This design comes from an exercise in tuning for small area, a short achievable clock period and few clock cycles per item on the open sky130 flow, not from production work. In this exercise RTL edits were held to simulation tests only and were not proved equivalent to the original. Power is estimated from default activity; no workload was simulated.

Design bse, start of the top module:
module bse (
    input  wire        clk,
    input  wire        rst,
    input  wire        cmd_valid,
    output wire        cmd_ready,
    input  wire [31:0] cmd,
    input  wire [63:0] a0,
    input  wire [63:0] a1,
    input  wire [63:0] a2,
    input  wire [63:0] a3,
    output reg         done,
    output reg  [63:0] r0,
    output wire [63:0] r1,
    output reg  [2:0]  err,
    output reg  [6:0]  sticky
);
For scale: roughly 1600 flip-flops, about 430 I/O pins, roughly 90000 um2 of cells after synthesis.
==> flow/config.mk <==
export PLATFORM = sky130hd
export DESIGN_NAME = bse
export DESIGN_NICKNAME = bse
export VERILOG_FILES = /design/flow/design.v
export SDC_FILE = /design/flow/constraint.sdc
export NUM_CORES = 8
export LEC_CHECK = 0
export ABC_AREA = 1
export CAP_MARGIN = 20
export CORE_MARGIN = 2
export CORE_UTILIZATION = 50
export PLACE_DENSITY = 0.6
export SLEW_MARGIN = 20
export SETUP_SLACK_MARGIN = 10.75
export CTS_ARGS = -sink_clustering_enable -repair_clock_nets -dont_use_dummy_load
==> flow/constraint.sdc <==
create_clock -name core_clock -period 15.0 [get_ports {clk}]
set_input_delay 3.0000 -clock core_clock [delete_from_list [all_inputs] [get_ports {clk}]]
set_output_delay 3.0000 -clock core_clock [all_outputs]
set_load 0.01 [all_outputs]
standard.sh (not shown) runs the stock make flow with config.mk's settings and CLKGATE_MAP_FILE= SYNTH_SCRIPT=/design/flow/synth_recipe.tcl, a recipe that flattens the netlist after the stock synthesis.
==> flow/flow/run.sh <==
#!/bin/bash
# Own layout flow: the standard flow (standard.sh, which runs ORFS from
# the standard synthesis to the final layout), unchanged except that
#  - the timing repair after floorplan, CTS and global route aims for a setup
#    slack of SETUP_SLACK_MARGIN ns instead of 0, and
#  - clock tree synthesis inserts no dummy loads.
# The clock period, the SDC and every other setting are the design's and
# config.mk's.
set -euo pipefail
cat >> config.mk <<'CFG'
export SETUP_SLACK_MARGIN = 10.75
export CTS_ARGS = -sink_clustering_enable -repair_clock_nets -dont_use_dummy_load
CFG
bash standard.sh > standard.log 2>&1
Testbench counts at the start, summed over its fixed seeds: cycles 33,996, cmds 32,000.
Next try:
--- a/flow/flow/run.sh
+++ b/flow/flow/run.sh
@@ -9,5 +9,5 @@
 set -euo pipefail
 cat >> config.mk <<'CFG'
-export SETUP_SLACK_MARGIN = 10.75
+export SETUP_SLACK_MARGIN = 10.5
 export CTS_ARGS = -sink_clustering_enable -repair_clock_nets -dont_use_dummy_load
 CFG
- CORE_UTILIZATION: 50 -> 55
- PLACE_DENSITY: 0.6 -> 0.65
- SETUP_SLACK_MARGIN: 10.75 -> 10.5
The new run produced a clean layout.
Synthesized area stays the same.
Worst setup slack loses 0.16 ns.
Hold slack loses 0.010 ns.
Final area decreases by 2.4%.
Power increases by 0.72%.
Utilization increases by 4.2 points.
Next try:
- CORE_UTILIZATION: 55 -> 50
- PLACE_DENSITY: 0.65 -> 0.6
Via count decreases by 5.1%; count of clock-buffer cells in the layout increases by 9; flip-flop and latch count is unchanged; wire length decreases by 6.7%; non-clock buffer count increases by 46; critical path depth decreases by 15; utilization decreases by 5.4 points; die area increases by 9.9%.

========
Another version of the RTL of bse (not shown whole).
Size in the first run: roughly 430 I/O pins, roughly 0.089 mm^2 of cells after synthesis.
Settings: LEC_CHECK=0, ABC_AREA=1, CAP_MARGIN=20, CORE_MARGIN=2, CORE_UTILIZATION=50, PLACE_DENSITY=0.6, SLEW_MARGIN=20, SETUP_SLACK_MARGIN=10, CTS_ARGS=-sink_clustering_enable -repair_clock_nets -dont_use_dummy_load; clock period 15.0 ns.
==> flow/flow/run.sh <==
#!/bin/bash
# Own layout flow: the standard flow (standard.sh, which runs ORFS from
# the standard synthesis to the final layout), unchanged except that
#  - the timing repair after floorplan, CTS and global route aims for a setup
#    slack of SETUP_SLACK_MARGIN ns instead of 0, and
#  - clock tree synthesis inserts no dummy loads.
# The clock period, the SDC and every other setting are the design's and
# config.mk's.
set -euo pipefail
cat >> config.mk <<'CFG'
export SETUP_SLACK_MARGIN = 10
export CTS_ARGS = -sink_clustering_enable -repair_clock_nets -dont_use_dummy_load
CFG
bash standard.sh > standard.log 2>&1
Testbench counts at the start, summed over its fixed seeds: cycles 34,296, cmds 32,000.
Edit:
--- a/flow/flow/run.sh
+++ b/flow/flow/run.sh
@@ -11 +11 @@
-export SETUP_SLACK_MARGIN = 10
+export SETUP_SLACK_MARGIN = 10.5
- SETUP_SLACK_MARGIN: 10 -> 10.5
=>
- The new run completed without violations
- synthesized area stays the same
- power went up slightly
- global-route usage fell by 0.34 points
- sequential share of layout area goes down by 0.47 points
- final cell count increases slightly
- worst hold slack degrades by 0.0073 ns
- worst setup slack improves by 0.33 ns

========
bse, a different RTL version from the one above (not shown whole).
For scale: ~12000 cells after synthesis, about 1500 flip-flops, about 430 I/O pins, roughly 94000 um^2 of cells after synthesis.
## bse
module bse (
    input  wire        clk,
    input  wire        rst,
    input  wire        cmd_valid,
    output wire        cmd_ready,
    input  wire [31:0] cmd,
    input  wire [63:0] a0,
    input  wire [63:0] a1,
    input  wire [63:0] a2,
    input  wire [63:0] a3,
    output reg         done,
    output reg  [63:0] r0,
    output wire [63:0] r1,
    output reg  [2:0]  err,
    output reg  [6:0]  sticky
);
Settings: LEC_CHECK=0, ABC_AREA=1, CAP_MARGIN=20, CORE_MARGIN=2, CORE_UTILIZATION=50, PLACE_DENSITY=0.6, SLEW_MARGIN=20; clock period 15.0 ns.
run.sh (not shown) runs the stock make flow with config.mk's settings and CLKGATE_MAP_FILE= SYNTH_SCRIPT=/design/flow/synth_recipe.tcl, a recipe that flattens the netlist after the stock synthesis.
Stock flow here: none of the scripts above is used.
The baseline went through all stages and came out clean.
Testbench counts at the start, summed over its fixed seeds: cycles 38,886, cmds 32,000.
Then changed:
==> flow/flow/run.sh (new file) <==
#!/bin/bash
# Own layout flow: the standard flow (standard.sh, which runs ORFS from
# the standard synthesis to the final layout), unchanged except that the
# timing repair after floorplan, CTS and global route aims for a setup slack
# of SETUP_SLACK_MARGIN ns instead of 0. The clock period, the SDC and every
# other setting are the design's and config.mk's.
set -euo pipefail
echo "export SETUP_SLACK_MARGIN = 11" >> config.mk
bash standard.sh > standard.log 2>&1
==> flow/standard.sh (new file) <==
#!/bin/bash
# synth_recipe.tcl (not shown) runs the flow's synth.tcl, then flattens the netlist and writes it again
# the make line also repeats each setting of config.mk as NAME=value (left out here)
make -C /OpenROAD-flow-scripts/flow DESIGN_CONFIG=/design/flow/config.mk WORK_HOME=/design/flow/orfs CLKGATE_MAP_FILE= SYNTH_SCRIPT=/design/flow/synth_recipe.tcl "${@:-finish}"
- SETUP_SLACK_MARGIN: default -> 11
removed: flow/run.sh
After rerunning:
- The new run finished clean
- via count came out higher by about 2.7%
- combinational power climbs by about 8%
- wire length rose by about 1%
- non-clock buffer count went up by 311
- hold slack degrades by 0.0047 ns
- clock power is higher by about 3%
- global-route usage hardly moves
- power increases by about 4.4%
- core utilization goes up by 4.2 points
- final cell count goes up by about 2.3%

========
v6:
Another version of the RTL of bse (not shown whole).
Size: about 11000 cells after synthesis, ~1500 flip-flops, ~430 I/O pins, ~88000 um2 of cells after synthesis.
clock: 15.0 ns
lec_check: 0
abc_area: 1
cap_margin: 20
core_margin: 2
core_utilization: 50
place_density: 0.6
setup_slack_margin: 5
slew_margin: 20
Stock flow here: none of the scripts above is used.
Testbench counts of v6, summed over its fixed seeds: cycles 33,253, cmds 32,000.
Edits applied to the flow inputs when going from v6 to v7:
==> flow/flow/run.sh (new file) <==
#!/bin/bash
# Own layout flow: the standard flow (standard.sh, which runs ORFS from
# the standard synthesis to the final layout), unchanged except that
#  - the timing repair after floorplan, CTS and global route aims for a setup
#    slack of SETUP_SLACK_MARGIN ns instead of 0, and
#  - clock tree synthesis inserts no dummy loads.
# The clock period, the SDC and every other setting are the design's and
# config.mk's.
set -euo pipefail
cat >> config.mk <<'CFG'
export SETUP_SLACK_MARGIN = 10
export CTS_ARGS = -sink_clustering_enable -repair_clock_nets -dont_use_dummy_load
CFG
bash standard.sh > standard.log 2>&1
==> flow/standard.sh (new file) <==
#!/bin/bash
# synth_recipe.tcl (not shown) runs the flow's synth.tcl, then flattens the netlist and writes it again
# the make line also repeats each setting of config.mk as NAME=value (left out here)
make -C /OpenROAD-flow-scripts/flow DESIGN_CONFIG=/design/flow/config.mk WORK_HOME=/design/flow/orfs CLKGATE_MAP_FILE= SYNTH_SCRIPT=/design/flow/synth_recipe.tcl "${@:-finish}"
diff --git a/flow/config.mk b/flow/config.mk
--- a/flow/config.mk
+++ b/flow/config.mk
@@ -12,3 +12,4 @@
 export PLACE_DENSITY = 0.6
-export SETUP_SLACK_MARGIN = 5
 export SLEW_MARGIN = 20
+export SETUP_SLACK_MARGIN = 10
+export CTS_ARGS = -sink_clustering_enable -repair_clock_nets -dont_use_dummy_load
removed: flow/run.sh
==> summary.txt <==
- Est. power | v7 vs v6 | v7 lower
- v7 vs. v6: portion of the clock cycle consumed by the worst path in the final layout -7.6 points; final-layout non-clock buffer area share +0.74 points.
- v7 vs. v6: cell area power density decreased by about 3.5% relative to the old numbers; routing usage on met1 increased by 0.19 points relative to the old numbers; sequential cell fraction of total power went up by 0.9 points.
- Of the two candidates, v6 has the worse minimum clock period after layout and v7 the better one.
- Between v6 and v7, the count of maximum capacitance violations does not differ in any meaningful way.
- Compared with v6, v7 shows design area higher by 0.99%.

========
Another version of the RTL of bse (not shown whole).
For scale: about 10000 cells after synthesis, roughly 1500 flip-flops, about 430 I/O pins, about 88000 µm² of cells after synthesis.
clock: 15.0 ns
lec_check: 0
abc_area: 1
cap_margin: 20
core_margin: 2
core_utilization: 50
place_density: 0.6
slew_margin: 20
setup_slack_margin: 10
cts_args: -sink_clustering_enable -repair_clock_nets -dont_use_dummy_load
standard.sh (not shown) runs the stock make flow with config.mk's settings and CLKGATE_MAP_FILE= SYNTH_SCRIPT=/design/flow/synth_recipe.tcl, a recipe that flattens the netlist after the stock synthesis.
==> flow/flow/run.sh <==
#!/bin/bash
# Own layout flow: the standard flow (standard.sh, which runs ORFS from
# the standard synthesis to the final layout), unchanged except that
#  - the timing repair after floorplan, CTS and global route aims for a setup
#    slack of SETUP_SLACK_MARGIN ns instead of 0, and
#  - clock tree synthesis inserts no dummy loads.
# The clock period, the SDC and every other setting are the design's and
# config.mk's.
set -euo pipefail
cat >> config.mk <<'CFG'
export SETUP_SLACK_MARGIN = 10
export CTS_ARGS = -sink_clustering_enable -repair_clock_nets -dont_use_dummy_load
CFG
bash standard.sh > standard.log 2>&1
Testbench counts at the start, summed over its fixed seeds: cycles 33,253, cmds 32,000.
==> next run, changes <==
==> flow/flow/run.sh (replaced) <==
#!/bin/bash
# Own layout flow: the standard flow (standard.sh, which runs ORFS from
# the standard synthesis to the final layout), unchanged except that the
# timing repair after floorplan, CTS and global route aims for a setup slack
# of SETUP_SLACK_MARGIN ns instead of 0. The clock period, the SDC and every
# other setting are the design's and config.mk's.
set -euo pipefail
echo "export SETUP_SLACK_MARGIN = 10" >> config.mk
bash standard.sh > standard.log 2>&1
Settings changed: CTS_ARGS -sink_clustering_enable -repair_clock_nets -dont_use_dummy_load to not set.
After rerunning: Synthesized cell count is unchanged. Die area does not change. Count of clock-buffer cells in the layout rises by 48. Power rises by a few percent. Routed wire length rises slightly. Fmax falls slightly.

========
bse, a different RTL version from the one above (not shown whole).
For scale: about 12000 cells after synthesis, ~430 I/O pins, ~91000 µm² of cells after synthesis.
export LEC_CHECK = 0
export ABC_AREA = 1
export CAP_MARGIN = 20
export CORE_MARGIN = 2
export CORE_UTILIZATION = 50
export PLACE_DENSITY = 0.6
export SLEW_MARGIN = 20
export SETUP_SLACK_MARGIN = 11
export CTS_ARGS = -sink_clustering_enable -repair_clock_nets -dont_use_dummy_load
create_clock -name core_clock -period 15.0 [get_ports {clk}]
==> flow/flow/run.sh <==
#!/bin/bash
# Own layout flow: the standard flow (standard.sh, which runs ORFS from
# the standard synthesis to the final layout), unchanged except that
#  - the timing repair after floorplan, CTS and global route aims for a setup
#    slack of SETUP_SLACK_MARGIN ns instead of 0, and
#  - clock tree synthesis inserts no dummy loads.
# The clock period, the SDC and every other setting are the design's and
# config.mk's.
set -euo pipefail
cat >> config.mk <<'CFG'
export SETUP_SLACK_MARGIN = 11
export CTS_ARGS = -sink_clustering_enable -repair_clock_nets -dont_use_dummy_load
CFG
bash standard.sh > standard.log 2>&1
The baseline finished clean.
Testbench counts at the start, summed over its fixed seeds: cycles 34,296, cmds 32,000.
Rerun with:
--- a/flow/flow/run.sh
+++ b/flow/flow/run.sh
@@ -10,3 +10,3 @@
 cat >> config.mk <<'CFG'
-export SETUP_SLACK_MARGIN = 11
+export SETUP_SLACK_MARGIN = 10.5
 export CTS_ARGS = -sink_clustering_enable -repair_clock_nets -dont_use_dummy_load
Settings changed: SETUP_SLACK_MARGIN 11 to 10.5.
Result: The changed run ran to the end with no violations. First-iteration DRC count went down by 7.7%. Final area went down by 4.9%. Worst setup slack is worse by 0.099 ns. Sequential power barely changes. Flip-flop and latch count is unchanged. Worst hold slack hardly moves. Sequential share of layout area went up by 2.0 points. Clock-buffer cell count fell by 2. Power drops by 1.8%. Clock skew went down by 0.013 ns.

==> static timing again, ports no longer ideal <==
The results above use ideal ports. As a check the final layouts listed here were re-extracted and re-timed, cells and wires unchanged.
Step 1, drivers: a clkbuf_16 drives clk and a buf_2 each remaining input, both assumed.
Step 2 times the ports against the registers' clock, not the clock port: input delays grow and output delays shrink by t, the midpoint of the rising clock arrivals with the driver on.
a / b / c = ideal / step 1 / step 2; a / b = the first two.
| run | t, ns | setup WS [ns] | hold WS [ns] | slew at the worst register clock pin (ns) | worst data-port slew with drivers (ns) |
|---|---|---|---|---|---|
| the first run of note 1 | 0.905 | 10.668 / 10.592 / 9.859 | 0.458 / 0.458 / 0.458 | 0.07 / 0.07 | 0.12 |
| the second run of note 1 | 0.874 | 10.507 / 10.451 / 9.658 | 0.448 / 0.448 / 0.448 | 0.08 / 0.08 | 0.11 |
| the third run of note 1 | 0.868 | 10.526 / 10.459 / 9.719 | 0.449 / 0.449 / 0.449 | 0.07 / 0.07 | 0.12 |
| the first run of note 2 | 0.867 | 10.040 / 9.997 / 9.353 | 0.438 / 0.438 / 0.438 | 0.07 / 0.07 | 0.10 |
| the second run of note 2 | 0.901 | 10.368 / 10.368 / 9.606 | 0.431 / 0.431 / 0.431 | 0.06 / 0.06 | 0.12 |
| the first run of note 3 | 0.917 | 9.010 / 9.010 / 9.010 | 0.439 / 0.439 / 0.439 | 0.09 / 0.09 | 0.12 |
| the second run of note 3 | 0.891 | 9.921 / 9.921 / 9.916 | 0.434 / 0.434 / 0.434 | 0.08 / 0.08 | 0.14 |
| v6 | 0.933 | 8.427 / 8.427 / 8.427 | 0.443 / 0.443 / 0.443 | 0.07 / 0.07 | 0.18 |
| v7 | 0.892 | 9.571 / 9.571 / 9.366 | 0.444 / 0.444 / 0.444 | 0.06 / 0.06 | 0.17 |
| the first run of note 5 | 0.886 | 9.793 / 9.793 / 9.280 | 0.427 / 0.427 / 0.427 | 0.07 / 0.07 | 0.09 |
| the second run of note 5 | 0.916 | 9.730 / 9.730 / 9.224 | 0.414 / 0.414 / 0.414 | 0.08 / 0.08 | 0.08 |
| the first run of note 6 | 0.877 | 10.622 / 10.554 / 9.917 | 0.458 / 0.458 / 0.458 | 0.07 / 0.07 | 0.10 |
| the second run of note 6 | 0.877 | 10.524 / 10.471 / 9.660 | 0.457 / 0.457 / 0.457 | 0.07 / 0.07 | 0.10 |
After both steps every run listed still meets setup and hold. For the second run of note 6, which loses most, drivers alone change the setup slack by -0.053 ns; drivers and shift together by -0.864 ns.
